Context: an optimization exercise on an open-source flow, tuned for small area, a short achievable clock period and few clock cycles per item. The choices shown serve that exercise and are no tape-out recipe. At most, simulation tests tie the RTL to the original design; equivalence was not proved. No activity file was given, so power comes from the tool's default toggle rates.

## cptv_decoder
module cptv_decoder (
    input  wire        clk,
    input  wire        rst,           
    input  wire        cmd_valid,
    output wire        cmd_ready,
    input  wire [4:0]  cmd_width,     
    input  wire [15:0] cmd_count,     
    input  wire        cmd_hist,      
    output reg         cmd_err,       
    input  wire        in_valid,
    output wire        in_ready,
    input  wire [31:0] in_data,
    input  wire        h_valid,
    output wire        h_ready,
    input  wire [15:0] h_data,
    output reg         out_valid,
    input  wire        out_ready,
    output reg  [15:0] out_data,
    output reg         out_last
);
    reg        idle;          
    reg        hist;
    reg [3:0]  wm1;           
    reg [15:0] sl;            
    reg [31:0] w0, w1;        
    reg        v0, v1;
    reg [4:0]  p;             
    reg        in_rdy;
    reg [15:0] rr;            
    reg        r_valid, r_last;
    reg [15:0] acc;           
    reg        a_valid, a_last;
    reg [15:0] hb;            
    reg        hbv;
    reg        h_rdy;
    reg        sk_valid;      
    reg [15:0] sk_data;
    reg        sk_last;
    assign cmd_ready = idle;
  ...
==> flow/config.mk <==
export PLATFORM = sky130hd
export DESIGN_NAME = cptv_decoder
export DESIGN_NICKNAME = cptv_decoder
export VERILOG_FILES = /design/flow/design.v
export SDC_FILE = /design/flow/constraint.sdc
export NUM_CORES = 4
export LEC_CHECK = 0
export CAP_MARGIN = 20
export CORE_MARGIN = 2
export CORE_UTILIZATION = 40
export SETUP_SLACK_MARGIN = 4.2
export SLEW_MARGIN = 20
==> flow/constraint.sdc <==
create_clock -name core_clock -period 7.0 [get_ports {clk}]
set_input_delay 1.4000 -clock core_clock [delete_from_list [all_inputs] [get_ports {clk}]]
set_output_delay 1.4000 -clock core_clock [all_outputs]
set_load 0.01 [all_outputs]
run.sh (not shown) runs the stock make flow with config.mk's settings and CLKGATE_MAP_FILE= SYNTH_SCRIPT=/design/flow/synth_recipe.tcl, a recipe that flattens the netlist after the stock synthesis.
The baseline produced a clean layout.
==> next run, changes <==
--- a/flow/config.mk
+++ b/flow/config.mk
@@ -6,7 +6,8 @@
 export NUM_CORES = 4
 export LEC_CHECK = 0
+export ABC_CLOCK_PERIOD_IN_PS = 2500
 export CAP_MARGIN = 20
 export CORE_MARGIN = 2
 export CORE_UTILIZATION = 40
-export SETUP_SLACK_MARGIN = 4.2
+export SETUP_SLACK_MARGIN = 4.5
 export SLEW_MARGIN = 20
Non-clock buffer count is higher by 27.
Design area is higher by 3.4%.
Final cell count is higher by 1.8%.
Wire length is higher by 1.6%.
Power is higher by 1.8%.
Sequential share of layout area is lower by 1.1 points.
Combinational power is higher by 4.8%.
Register-to-register slack gets worse by 20 ps.
No functional check of the RTL was part of any run of this note.

---

Another version of the RTL of cptv_decoder (not shown whole).
For scale: roughly 1,100 cells after synthesis, ~210 flip-flops.
## cptv_decoder
module cptv_decoder (
    input  wire        clk,
    input  wire        rst,           
    input  wire        cmd_valid,
    output wire        cmd_ready,
    input  wire [4:0]  cmd_width,     
    input  wire [15:0] cmd_count,     
    input  wire        cmd_hist,      
    output reg         cmd_err,       
    input  wire        in_valid,
    output wire        in_ready,
    input  wire [31:0] in_data,
    input  wire        h_valid,
    output wire        h_ready,
    input  wire [15:0] h_data,
    output reg         out_valid,
    input  wire        out_ready,
    output reg  [15:0] out_data,
    output reg         out_last
);
Settings: LEC_CHECK=0, CAP_MARGIN=20, CORE_MARGIN=2, CORE_UTILIZATION=40, CTS_CLUSTER_DIAMETER=80, CTS_CLUSTER_SIZE=40, SETUP_SLACK_MARGIN=4.42, SLEW_MARGIN=20; clock period 7.0 ns.
standard.sh (not shown) runs the stock make flow with config.mk's settings and CLKGATE_MAP_FILE= SYNTH_SCRIPT=/design/flow/synth_recipe.tcl, a recipe that flattens the netlist after the stock synthesis.
==> flow/flow/run.sh <==
#!/bin/bash
# The standard layout (the standard.sh, all steps), with the port
# buffers that global placement inserts made sky130_fd_sc_hd__buf_1 cells
# instead of the flow's default choice.  Every port still gets its buffer.
set -e
export BUFFER_PORTS_ARGS="-buffer_cell sky130_fd_sc_hd__buf_1"
bash standard.sh > standard.log 2>&1
Testbench counts at the start, summed over its fixed seeds: cycles 246,500, samples 246,004.
==> next run, changes <==
==> flow/run.sh (new file) <==
#!/bin/bash
# synth_recipe.tcl (not shown) runs the flow's synth.tcl, then flattens the netlist and writes it again
# the make line also repeats each setting of config.mk as NAME=value (left out here)
make -C /OpenROAD-flow-scripts/flow DESIGN_CONFIG=/design/flow/config.mk WORK_HOME=/design/flow/orfs CLKGATE_MAP_FILE= SYNTH_SCRIPT=/design/flow/synth_recipe.tcl finish
Settings changed: SETUP_SLACK_MARGIN 4.42 to 4.47.
removed: flow/flow/run.sh
removed: flow/standard.sh
Result: The changed run finished clean; die area does not change; final area rises by 6.3%; area after synthesis stays the same; utilization rises by 2.8 points; via count rises by 0.94%; setup slack is better by 0.022 ns; sequential power stays flat.
==> next run, changes <==
==> flow/flow/run.sh (new file) <==
#!/bin/bash
# The standard layout (the standard.sh, all steps), with the port
# buffers that global placement inserts made sky130_fd_sc_hd__buf_2 cells
# instead of the flow's default choice.  Every port still gets its buffer.
set -e
export BUFFER_PORTS_ARGS="-buffer_cell sky130_fd_sc_hd__buf_2"
bash standard.sh > standard.log 2>&1
==> flow/standard.sh (new file) <==
#!/bin/bash
# synth_recipe.tcl (not shown) runs the flow's synth.tcl, then flattens the netlist and writes it again
# the make line also repeats each setting of config.mk as NAME=value (left out here)
make -C /OpenROAD-flow-scripts/flow DESIGN_CONFIG=/design/flow/config.mk WORK_HOME=/design/flow/orfs CLKGATE_MAP_FILE= SYNTH_SCRIPT=/design/flow/synth_recipe.tcl "${@:-finish}"
removed: flow/run.sh
=> The new run finished clean; via count barely changes; final area fell by 3.1%; die area stays the same.
==> next run, changes <==
==> flow/flow/run.sh (replaced) <==
#!/bin/bash
# The standard layout (the standard.sh, all steps), with the port
# buffers that global placement inserts made sky130_fd_sc_hd__buf_1 cells
# instead of the flow's default choice.  Every port still gets its buffer.
set -e
export BUFFER_PORTS_ARGS="-buffer_cell sky130_fd_sc_hd__buf_1"
bash standard.sh > standard.log 2>&1
Settings changed: SETUP_SLACK_MARGIN 4.47 to 4.6.
Outcome:
- worst setup slack improved by 0.057 ns
- synthesized cell count stays the same
- die area is unchanged
- power is higher by 2.3%
- hold slack stays flat
- routed wire length is higher by 1.6%
- synthesized area stays the same
- design area is higher by 2.6%
- count of clock-buffer cells in the layout is higher by 4
==> next run, changes <==
Settings changed: SETUP_SLACK_MARGIN 4.6 to 4.52.
Effect: Cell count falls by 1.0%. Total power came out lower by 4.0%. Setup slack got worse by 0.022 ns. Routed wire length went down by 1.1%. Global-route usage hardly moves. Utilization decreases by 1.4 points. Worst hold slack is better by 0.018 ns. Sequential power barely changes. Via count goes down by 0.95%.
==> next run, changes <==
==> flow/run.sh (new file) <==
#!/bin/bash
# synth_recipe.tcl (not shown) runs the flow's synth.tcl, then flattens the netlist and writes it again
# the make line also repeats each setting of config.mk as NAME=value (left out here)
make -C /OpenROAD-flow-scripts/flow DESIGN_CONFIG=/design/flow/config.mk WORK_HOME=/design/flow/orfs CLKGATE_MAP_FILE= SYNTH_SCRIPT=/design/flow/synth_recipe.tcl finish
Settings changed: SETUP_SLACK_MARGIN 4.52 to 4.4.
removed: flow/flow/run.sh
removed: flow/standard.sh
Result: The new run passed the timing, design-rule and antenna checks. Final area goes up by 2.2%. Sequential share of layout area drops by 0.98 points. Count of clock-buffer cells in the layout is unchanged. Register-to-register slack loses 0.11 ns.

---

cptv_decoder, a different RTL version from the one above (not shown whole).
Size: about 13000 um^2 of cells after synthesis.
==> flow/config.mk <==
export PLATFORM = sky130hd
export DESIGN_NAME = cptv_decoder
export DESIGN_NICKNAME = cptv_decoder
export VERILOG_FILES = /design/flow/design.v
export SDC_FILE = /design/flow/constraint.sdc
export NUM_CORES = 4
export LEC_CHECK = 0
export CAP_MARGIN = 20
export CORE_MARGIN = 2
export CORE_UTILIZATION = 40
export SETUP_SLACK_MARGIN = 4.6
export SLEW_MARGIN = 20
==> flow/constraint.sdc <==
create_clock -name core_clock -period 7.0 [get_ports {clk}]
set_input_delay 1.4000 -clock core_clock [delete_from_list [all_inputs] [get_ports {clk}]]
set_output_delay 1.4000 -clock core_clock [all_outputs]
set_load 0.01 [all_outputs]
run.sh (not shown) runs the stock make flow with config.mk's settings and CLKGATE_MAP_FILE= SYNTH_SCRIPT=/design/flow/synth_recipe.tcl, a recipe that flattens the netlist after the stock synthesis.
Stock flow here: none of the scripts above is used.
The first run ran to the end with no violations.
Testbench counts at the start, summed over its fixed seeds: cycles 246,500, samples 246,004.
Edit:
SETUP_SLACK_MARGIN = 4.3   (was 4.6)
What happened: Flip-flop and latch count does not change. Register-to-register slack is worse by 0.15 ns. Setup slack is worse by 0.15 ns. First-iteration DRC count goes down by a quarter to a third. Clock power falls by a little under a tenth. Clock skew barely changes. Count of clock-buffer cells in the layout came out higher by 1. Design area falls by a little under a tenth. Cell count fell by a few percent. Synthesized cell count is unchanged.
Edit:
CORE_UTILIZATION = 65   (was 40)
PLACE_DENSITY = 0.75   (was not set)
The new run passed the timing, design-rule and antenna checks.
Worst setup slack got worse by 0.0051 ns.
Total power grows by 3.1%.
Clock power grows by about 10%.
Wire length grows by 2.0%.
Clock-buffer cell count shrinks by 1.

---

cptv_decoder, a different RTL version from the one above (not shown whole).
Size in the first run: roughly 1100 cells after synthesis, ~200 flip-flops, roughly 98 I/O pins, about 0.012 mm^2 of cells after synthesis.
## cptv_decoder
module cptv_decoder (
    input  wire        clk,
    input  wire        rst,           
    input  wire        cmd_valid,
    output wire        cmd_ready,
    input  wire [4:0]  cmd_width,     
    input  wire [15:0] cmd_count,     
    input  wire        cmd_hist,      
    output reg         cmd_err,       
    input  wire        in_valid,
    output wire        in_ready,
    input  wire [31:0] in_data,
    input  wire        h_valid,
    output wire        h_ready,
    input  wire [15:0] h_data,
    output reg         out_valid,
    input  wire        out_ready,
    output reg  [15:0] out_data,
    output reg         out_last
);
==> flow/config.mk <==
export PLATFORM = sky130hd
export DESIGN_NAME = cptv_decoder
export DESIGN_NICKNAME = cptv_decoder
export VERILOG_FILES = /design/flow/design.v
export SDC_FILE = /design/flow/constraint.sdc
export NUM_CORES = 4
export LEC_CHECK = 0
export CAP_MARGIN = 20
export CORE_MARGIN = 2
export CORE_UTILIZATION = 40
export SETUP_SLACK_MARGIN = 4.55
export SLEW_MARGIN = 20
==> flow/constraint.sdc <==
create_clock -name core_clock -period 7.0 [get_ports {clk}]
set_input_delay 1.4000 -clock core_clock [delete_from_list [all_inputs] [get_ports {clk}]]
set_output_delay 1.4000 -clock core_clock [all_outputs]
set_load 0.01 [all_outputs]
Change:
--- a/flow/config.mk
+++ b/flow/config.mk
@@ -10,3 +10,3 @@
 export CORE_UTILIZATION = 40
-export SETUP_SLACK_MARGIN = 4.55
+export SETUP_SLACK_MARGIN = 4.4
 export SLEW_MARGIN = 20
The new run finished with timing, DRC and antenna clean.
Design area came out lower by a few percent.
Area after synthesis is unchanged.
Die area is unchanged.
Via count came out lower slightly.
Non-clock buffer count came out lower by 18.
No run of this note included a check of the RTL's function; only the layout flow was run.

---

== red ==
cptv_decoder, a different RTL version from the one above (not shown whole).
For scale: about 930 cells after synthesis, about 170 flip-flops, roughly 98 I/O pins, ~11000 sq um of cells after synthesis.
Settings: LEC_CHECK=0, ABC_CLOCK_PERIOD_IN_PS=2500, CAP_MARGIN=20, CORE_MARGIN=2, CORE_UTILIZATION=40, SETUP_SLACK_MARGIN=4.5, SLEW_MARGIN=20; clock period 7.0 ns.
Here is what was changed in the inputs of orange compared with red.
- a change of ABC_CLOCK_PERIOD_IN_PS from 2500 to 3000
- a change of SETUP_SLACK_MARGIN from 4.5 to 4.0
==> results.txt <==
Compared with red, orange shows a lower share of layout cells above drive strength 1.
In the reports for red and orange, the larger global-route usage belongs to red.
Compare red and orange | largest clock skew in the final design lower: red
The length of routed met3 wiring in orange is 1.2 times that in red.
red has a higher combinational share of power than orange.
Changes observed in orange relative to red: first-pass GRT wire length increased 0.78%; horizontal extent of the die essentially unchanged; cell count after placement increased 4; HPWL reported at the end of detailed placement decreased about 1.3%.
Function was not checked in any run of this note: the RTL went through the layout flow alone.

---

cptv_decoder, a different RTL version from the one above (not shown whole).
For scale: about 12000 um^2 of cells after synthesis.
Design cptv_decoder, start of the top module:
module cptv_decoder (
    input  wire        clk,
    input  wire        rst,           
    input  wire        cmd_valid,
    output wire        cmd_ready,
    input  wire [4:0]  cmd_width,     
    input  wire [15:0] cmd_count,     
    input  wire        cmd_hist,      
    output reg         cmd_err,       
    input  wire        in_valid,
    output wire        in_ready,
    input  wire [31:0] in_data,
    input  wire        h_valid,
    output wire        h_ready,
    input  wire [15:0] h_data,
    output reg         out_valid,
    input  wire        out_ready,
    output reg  [15:0] out_data,
    output reg         out_last
);
    reg        idle;          
    reg        chk;           
    reg        dec;           
    reg        hist;
    reg [3:0]  wm1;           
    reg [15:0] sl;            
    reg        last_q;        
    reg        last2_q;       
    reg [15:0] hq0, hq1, hq2, hq3;    
    reg [2:0]  hc;                    
    reg [3:0]  q;             
    reg [4:0]  e;             
  ...
Settings: LEC_CHECK=0, CAP_MARGIN=20, CORE_MARGIN=2, CORE_UTILIZATION=40, CTS_CLUSTER_DIAMETER=80, CTS_CLUSTER_SIZE=40, SETUP_SLACK_MARGIN=4.55, SLEW_MARGIN=20; clock period 7.0 ns.
Rerun with:
Settings changed: SETUP_SLACK_MARGIN 4.55 to 4.4.
Result: Final cell count came out lower slightly. Wire length came out lower by a few percent. Total power came out lower by a few percent. Fmax came out lower slightly. First-iteration DRC count came out lower by a few percent. Hold slack is about the same. Design area came out lower by a few percent.
Rerun with:
==> flow/flow/run.sh (new file) <==
#!/bin/bash
# The standard layout (the standard.sh, all steps), with the port
# buffers that global placement inserts made sky130_fd_sc_hd__buf_1 cells
# instead of the flow's default choice.  Every port still gets its buffer.
set -e
export BUFFER_PORTS_ARGS="-buffer_cell sky130_fd_sc_hd__buf_1"
bash standard.sh > standard.log 2>&1
==> flow/standard.sh (new file) <==
#!/bin/bash
# synth_recipe.tcl (not shown) runs the flow's synth.tcl, then flattens the netlist and writes it again
# the make line also repeats each setting of config.mk as NAME=value (left out here)
make -C /OpenROAD-flow-scripts/flow DESIGN_CONFIG=/design/flow/config.mk WORK_HOME=/design/flow/orfs CLKGATE_MAP_FILE= SYNTH_SCRIPT=/design/flow/synth_recipe.tcl "${@:-finish}"
Settings changed: SETUP_SLACK_MARGIN 4.4 to 4.47.
removed: flow/run.sh
- routed wire length came out lower by 1.1%
- maximum frequency rises by 1.7%
- total power shrinks by 0.79%
- clock skew rises by 0.013 ns
- sequential share of layout area came out higher by 1.2 points
- final area fell by 3.0%
- global-route usage fell by 0.52 points
- via count is about the same
- synthesized area does not change
- clock power fell by 4.0%
- hold slack is worse by 0.029 ns
No functional check of the RTL was part of any run of this note.

---

run E:
cptv_decoder, a different RTL version from the one above (not shown whole).
For scale: about 1100 cells after synthesis, roughly 200 flip-flops, ~12000 um^2 of cells after synthesis.
export LEC_CHECK = 0
export CAP_MARGIN = 20
export CORE_MARGIN = 2
export CORE_UTILIZATION = 40
export SETUP_SLACK_MARGIN = 4.55
export SLEW_MARGIN = 20
create_clock -name core_clock -period 7.0 [get_ports {clk}]
Stock flow here: none of the scripts above is used.
For run H, these inputs were changed with respect to run E:
-- flow/config.mk --
<<< run E, line 9
export CORE_MARGIN = 2
export CORE_UTILIZATION = 40
export SETUP_SLACK_MARGIN = 4.55
export SLEW_MARGIN = 20
>>> run H, line 9
export CORE_MARGIN = 2
export CORE_UTILIZATION = 40
export SETUP_SLACK_MARGIN = 4.4
export SLEW_MARGIN = 20
### Flow results
Changes observed in run H relative to run E: routed wire length now smaller; clock tree buffer count of the final layout now larger; number of top-level pins comparable. Clock distribution power: run H vs run E, no meaningful difference. Against run E, final design area excluding fillers in run H came out better. Run H vs run E: setup slack down in run H. Time the worst path needs with I/O delays and setup (lower): run E. Number of standard cells in the final layout excluding fillers | run H below run E. In the route summary, run H ends up with a via count below that of run E.
Function was not checked in any run of this note: the RTL went through the layout flow alone.

---

gamma:
cptv_decoder, a different RTL version from the one above (not shown whole).
For scale: about 1100 cells after synthesis, about 98 I/O pins, about 0.012 sq mm of cells after synthesis.
Settings: LEC_CHECK=0, CAP_MARGIN=20, CORE_MARGIN=2, CORE_UTILIZATION=40, CTS_CLUSTER_DIAMETER=80, CTS_CLUSTER_SIZE=40, SETUP_SLACK_MARGIN=4.4, SLEW_MARGIN=20; clock period 7.0 ns.
The inputs of alpha differ from those of gamma as listed below.
Settings: CTS_CLUSTER_DIAMETER removed (was 80); CTS_CLUSTER_SIZE removed (was 40).
[summary]
From gamma to alpha the numbers moved as follows: total met2 wirelength after detailed routing moved up; share of final layout cell area taken by clock buffers and inverters moved up. Of gamma and alpha, the run reporting the higher data-path buffer share of cell area in the final layout was gamma. Slew at the pin closest to its max-slew limit (higher): gamma.
No functional check of the RTL was part of any run of this note.

what the ideal ports hide:
How much do the figures lean on ideal ports? The routed layouts below were timed once more, with nothing changed but the port constraints.
Step 1 assumes that a clkbuf_16 drives the clock port and a buf_2 every other input.
Step 2 also shifts input and output timing later by t, the mid clock arrival at the registers, as if the neighbouring blocks saw the same clock.
Three values: ideal ports, drivers, drivers and shift; two values: the first two.
run	shift t [ns]	setup slack, ns	slew at the worst register clock pin (ns)	pins driven straight from the clock port
the first run of note 1	0.481	3.521 / 3.521 / 3.521	0.09 / 0.09	1
the second run of note 1	0.485	3.505 / 3.505 / 3.505	0.09 / 0.09	1
the first run of note 2	0.522	4.489 / 4.474 / 4.152	0.12 / 0.12	1
the second run of note 2	0.524	4.511 / 4.461 / 4.044	0.12 / 0.12	1
the third run of note 2	0.524	4.543 / 4.499 / 4.153	0.11 / 0.11	1
the fourth run of note 2	0.530	4.600 / 4.551 / 4.229	0.10 / 0.10	1
the fifth run of note 2	0.526	4.577 / 4.531 / 4.156	0.12 / 0.12	1
the sixth run of note 2	0.524	4.450 / 4.402 / 3.983	0.12 / 0.12	1
the first run of note 3	0.496	4.484 / 4.484 / 4.195	0.08 / 0.08	1
the second run of note 3	0.500	4.334 / 4.334 / 3.925	0.08 / 0.08	1
the third run of note 3	0.494	4.329 / 4.329 / 3.944	0.08 / 0.08	1
the first run of note 4	0.490	4.192 / 4.192 / 3.782	0.08 / 0.08	1
the second run of note 4	0.486	4.107 / 4.107 / 3.712	0.08 / 0.08	1
red	0.490	2.506 / 2.506 / 2.506	0.07 / 0.07	1
orange	0.480	2.497 / 2.497 / 2.497	0.08 / 0.08	1
the first run of note 6	0.552	4.492 / 4.438 / 4.129	0.11 / 0.11	1
the second run of note 6	0.529	4.444 / 4.397 / 4.025	0.11 / 0.11	1
the third run of note 6	0.541	4.488 / 4.468 / 4.359	0.11 / 0.11	1
run E	0.577	4.343 / 4.343 / 3.976	0.06 / 0.06	1
run H	0.579	4.323 / 4.324 / 3.767	0.06 / 0.06	1
gamma	0.538	4.113 / 4.113 / 3.992	0.10 / 0.10	1
alpha	0.572	4.111 / 4.111 / 3.930	0.06 / 0.06	1
After both steps every run listed still meets setup and hold. The setup slack of run H, which loses most, moves by +0.001 ns with the drivers and by -0.556 ns with both steps.
